This is an optimization exercise on Yosys and OpenROAD, whose aim is small area, not a production implementation. Only simulation tests tie the RTL to the original design; equivalence was not proved. Power is estimated from default activity; no workload was simulated.

## udma_uart
module udma_uart (
  input  wire        clk,
  input  wire        rst,
  input  wire        cg,
  input  wire        rx_in,
  output wire        tx_out,
  output reg         evt_rx,
  output reg         evt_tx,
  input  wire        reg_valid,
  input  wire        reg_write,
  input  wire [1:0]  reg_sz,
  input  wire [6:0]  reg_off,
  input  wire [31:0] reg_wdata,
  output reg  [31:0] reg_rdata,
  output reg         reg_err,
  output reg         tx_req_valid,
  output wire [31:0] tx_req_addr,
  output wire [2:0]  tx_req_n,
  input  wire        tx_rsp_valid,
  input  wire [31:0] tx_rsp_data,
  output reg         rx_req_valid,
  output wire [31:0] rx_req_addr,
  output wire [2:0]  rx_req_n,
  output wire [31:0] rx_req_data,
  input  wire        rx_rsp_valid
);
  localparam POOL = 4;
  localparam TX_IDLE   = 3'd0;
  localparam TX_START  = 3'd1;
  localparam TX_DATA   = 3'd2;
  localparam TX_PARITY = 3'd3;
  localparam TX_STOP   = 3'd4;
  localparam RX_WAIT_START = 2'd0;
  localparam RX_DATA       = 2'd1;
  localparam RX_PARITY     = 2'd2;
  localparam RX_WAIT_STOP  = 2'd3;
  function automatic [31:0] add3_32(input [31:0] a, input [2:0] b);
    reg c, bk;
    integer k;
    begin
      c = 1'b0;
      for (k = 0; k < 32; k = k + 1) begin
        bk = (k < 3) ? b[k] : 1'b0;
        add3_32[k] = a[k] ^ bk ^ c;
        c = (a[k] & bk) | (a[k] & c) | (bk & c);
      end
    end
  endfunction
  function automatic [19:0] sub3_20(input [19:0] a, input [2:0] b);
    reg w, bk;
    integer k;
    begin
      w = 1'b0;
      for (k = 0; k < 20; k = k + 1) begin
        bk = (k < 3) ? b[k] : 1'b0;
        sub3_20[k] = a[k] ^ bk ^ w;
        w = (~a[k] & bk) | (~a[k] & w) | (bk & w);
      end
    end
  endfunction
  function automatic [16:0] dec17(input [16:0] a);
    reg w;
    integer k;
    begin
      w = 1'b1;
      for (k = 0; k < 17; k = k + 1) begin
        dec17[k] = a[k] ^ w;
        w = ~a[k] & w;
      end
    end
  endfunction
  function automatic [16:0] add17(input [16:0] a, input [16:0] b, input ci);
    reg c;
    integer k;
    begin
      c = ci;
      for (k = 0; k < 17; k = k + 1) begin
        add17[k] = a[k] ^ b[k] ^ c;
        c = (a[k] & b[k]) | (a[k] & c) | (b[k] & c);
      end
    end
  endfunction
  reg [31:0] rx_saddr, tx_saddr;
  reg        rx_cont,  tx_cont;
  ...
Size: about 3800 cells after synthesis, about 680 flip-flops, roughly 34000 sq um of cells after synthesis.
export LEC_CHECK = 0
export CAP_MARGIN = 20
export CORE_MARGIN = 2
export CORE_UTILIZATION = 55
export SLEW_MARGIN = 20
create_clock -name core_clock -period 12.0 [get_ports {clk}]
standard.sh (not shown) runs the stock make flow with config.mk's settings and CLKGATE_MAP_FILE= SYNTH_SCRIPT=/design/flow/synth_recipe.tcl, a recipe that flattens the netlist after the stock synthesis.
==> flow/flow/run.sh <==
#!/bin/bash
# The standard layout (standard.sh: standard synthesis, floorplan,
# placement, CTS, routing), with two changes:
#  - the port buffers are buf_1 cells instead of the flow's default cell;
#  - CTS clusters up to 20 flip-flops within 80 um per leaf buffer and adds
#    no dummy loads.
# make's full output goes to standard.log here; ORFS keeps each step's log
# under orfs/logs/.
set -euo pipefail
export BUFFER_PORTS_ARGS="-buffer_cell sky130_fd_sc_hd__buf_1"
export CTS_ARGS="-sink_clustering_enable -repair_clock_nets -dont_use_dummy_load -sink_clustering_size 20 -sink_clustering_max_diameter 80"
bash standard.sh > standard.log 2>&1
The baseline finished clean.
Then changed:
==> flow/flow/run.sh (replaced) <==
#!/bin/bash
# The standard layout (standard.sh: standard synthesis, floorplan,
# placement, CTS, routing), with two changes:
#  - the port buffers are buf_1 cells instead of the flow's default cell;
#  - CTS builds the tree from clkbuf_8 cells under a clkbuf_16 root,
#    clustering up to 16 flip-flops within 60 um per leaf buffer, and adds
#    no dummy loads.
# make's full output goes to standard.log here; ORFS keeps each step's log
# under orfs/logs/.
set -euo pipefail
export BUFFER_PORTS_ARGS="-buffer_cell sky130_fd_sc_hd__buf_1"
export CTS_ARGS="-sink_clustering_enable -repair_clock_nets -dont_use_dummy_load -sink_clustering_size 16 -sink_clustering_max_diameter 60 -buf_list sky130_fd_sc_hd__clkbuf_8 -root_buf sky130_fd_sc_hd__clkbuf_16"
bash standard.sh > standard.log 2>&1
- first-iteration DRC count went up by about 5%
- core utilization shrinks by 0.39 points
- clock power shrinks by about 10%
- worst setup slack is better by 0.047 ns

* * *

Setup of v24:
Another version of the RTL of udma_uart (not shown whole).
Size in the first run: about 220 I/O pins, roughly 34000 um2 of cells after synthesis.
## udma_uart
module udma_uart (
  input  wire        clk,
  input  wire        rst,
  input  wire        cg,
  input  wire        rx_in,
  output wire        tx_out,
  output reg         evt_rx,
  output reg         evt_tx,
  input  wire        reg_valid,
  input  wire        reg_write,
  input  wire [1:0]  reg_sz,
  input  wire [6:0]  reg_off,
  input  wire [31:0] reg_wdata,
  output reg  [31:0] reg_rdata,
  output reg         reg_err,
  output reg         tx_req_valid,
  output wire [31:0] tx_req_addr,
  output wire [2:0]  tx_req_n,
  input  wire        tx_rsp_valid,
  input  wire [31:0] tx_rsp_data,
  output reg         rx_req_valid,
  output wire [31:0] rx_req_addr,
  output wire [2:0]  rx_req_n,
  output wire [31:0] rx_req_data,
  input  wire        rx_rsp_valid
);
Settings: LEC_CHECK=0, CAP_MARGIN=20, CORE_MARGIN=2, CORE_UTILIZATION=55, SLEW_MARGIN=20; clock period 12.0 ns.
==> flow/flow/run.sh <==
#!/bin/bash
# The standard layout (standard.sh: standard synthesis, floorplan,
# placement, CTS, routing), with two changes:
#  - the port buffers are buf_1 cells instead of the flow's default cell;
#  - CTS clusters up to 20 flip-flops within 80 um per leaf buffer and adds
#    no dummy loads.
# make's full output goes to standard.log here; ORFS keeps each step's log
# under orfs/logs/.
set -euo pipefail
export BUFFER_PORTS_ARGS="-buffer_cell sky130_fd_sc_hd__buf_1"
export CTS_ARGS="-sink_clustering_enable -repair_clock_nets -dont_use_dummy_load -sink_clustering_size 20 -sink_clustering_max_diameter 80"
bash standard.sh > standard.log 2>&1
Inputs modified between v24 and v48:
# v24
export LEC_CHECK = 0
export CAP_MARGIN = 20
export CORE_MARGIN = 2
export CORE_UTILIZATION = 55
export SLEW_MARGIN = 20
create_clock -name core_clock -period 12.0 [get_ports {clk}]
# v48
export LEC_CHECK = 0
export CAP_MARGIN = 20
export CORE_MARGIN = 2
export CORE_UTILIZATION = 40
export SLEW_MARGIN = 20
create_clock -name core_clock -period 12.0 [get_ports {clk}]
==> flow/run.sh (new file) <==
#!/bin/bash
# synth_recipe.tcl (not shown) runs the flow's synth.tcl, then flattens the netlist and writes it again
# the make line also repeats each setting of config.mk as NAME=value (left out here)
make -C /OpenROAD-flow-scripts/flow DESIGN_CONFIG=/design/flow/config.mk WORK_HOME=/design/flow/orfs CLKGATE_MAP_FILE= SYNTH_SCRIPT=/design/flow/synth_recipe.tcl finish
removed: flow/flow/run.sh
removed: flow/standard.sh
--- outcome ---
- Sort v24 and v48 by met3 usage in global routing asc -> top: v48
- Fraction of area in registers on v48 is down relative to v24.
- On hold slack: v48 sits above v24.
- NOTE clock-buffer cell count v24->v48 increased by more than 100%
- v48 ended up with a lower fraction of area in multi-input gates than v24 did.
Edits applied to the flow inputs when going from v48 to v54:
# v48
export LEC_CHECK = 0
export CAP_MARGIN = 20
export CORE_MARGIN = 2
export CORE_UTILIZATION = 40
export SLEW_MARGIN = 20
create_clock -name core_clock -period 12.0 [get_ports {clk}]
# v54
export LEC_CHECK = 0
export CAP_MARGIN = 20
export CORE_MARGIN = 2
export CORE_UTILIZATION = 55
export SLEW_MARGIN = 20
create_clock -name core_clock -period 12.0 [get_ports {clk}]
==> flow/flow/run.sh (new file) <==
#!/bin/bash
# The standard layout (standard.sh: standard synthesis, floorplan,
# placement, CTS, routing), with two changes:
#  - the port buffers are buf_1 cells instead of the flow's default cell;
#  - CTS builds the tree from clkbuf_8 cells under a clkbuf_16 root,
#    clustering up to 16 flip-flops within 60 um per leaf buffer, and adds
#    no dummy loads.
# make's full output goes to standard.log here; ORFS keeps each step's log
# under orfs/logs/.
set -euo pipefail
export BUFFER_PORTS_ARGS="-buffer_cell sky130_fd_sc_hd__buf_1"
export CTS_ARGS="-sink_clustering_enable -repair_clock_nets -dont_use_dummy_load -sink_clustering_size 16 -sink_clustering_max_diameter 60 -buf_list sky130_fd_sc_hd__clkbuf_8 -root_buf sky130_fd_sc_hd__clkbuf_16"
bash standard.sh > standard.log 2>&1
==> flow/standard.sh (new file) <==
#!/bin/bash
# synth_recipe.tcl (not shown) runs the flow's synth.tcl, then flattens the netlist and writes it again
# the make line also repeats each setting of config.mk as NAME=value (left out here)
make -C /OpenROAD-flow-scripts/flow DESIGN_CONFIG=/design/flow/config.mk WORK_HOME=/design/flow/orfs CLKGATE_MAP_FILE= SYNTH_SCRIPT=/design/flow/synth_recipe.tcl "${@:-finish}"
removed: flow/run.sh
==> comparison <==
v54 against v48: total wire length after detailed routing -4.7%; count of clock buffers in the final design saw a decrease; clock power decreased by about 50% relative to the old numbers.
Per the comparison of v54 with v48, global-route usage went up; count of nets left with antenna violations after detail routing stayed essentially flat; final standard cell count with taps included and fillers excluded shrank by about 8%; hold slack down 0.019 ns; combinational-cell power consumption saw a decrease.
v54 | status: complete | timing, DRC, antenna: pass
The footprint of the multi-input gates was comparable across v54 and v48.
Comparing v54 and v48, minimum clock period after layout is higher on v54.

-- what the ideal ports hide --
No port has a modelled driver above. Below, the same layouts with a new extraction and two added sets of constraints.
Step 1 sets driving cells, clkbuf_16 on the clock port and buf_2 on the other inputs (assumed; they add their load-dependent delay and slew).
Step 2 adds t to the input delays and takes it off the output delays; t is the mean of the earliest and latest rising clock arrival at the registers after step 1. Input paths then give back, and output paths get back, about the clock's delay inside the block.
a / b / c = no drivers / after step 1 / after step 2; a / b = the first two.
run | shift t [ns] | setup WS [ns] | worst register clock-pin slew, ns | worst data-port slew with drivers (ns) | pins driven straight from the clock port
the first run of note 1 | 0.653 | 1.799 / 1.846 / 1.194 | 0.09 / 0.09 | 0.11 | 1
the second run of note 1 | 0.653 | 1.846 / 1.896 / 1.243 | 0.11 / 0.11 | 0.10 | 1
v24 | 0.638 | 1.365 / 1.405 / 0.767 | 0.09 / 0.09 | 0.07 | 1
v48 | 0.682 | 1.479 / 1.459 / 0.777 | 0.07 / 0.07 | 0.13 | 1
v54 | 0.640 | 1.378 / 1.420 / 0.780 | 0.10 / 0.10 | 0.07 | 1
After both steps setup and hold are still met in every run listed. The setup slack of v48, which loses most, moves by -0.020 ns with the drivers and by -0.702 ns with both steps.
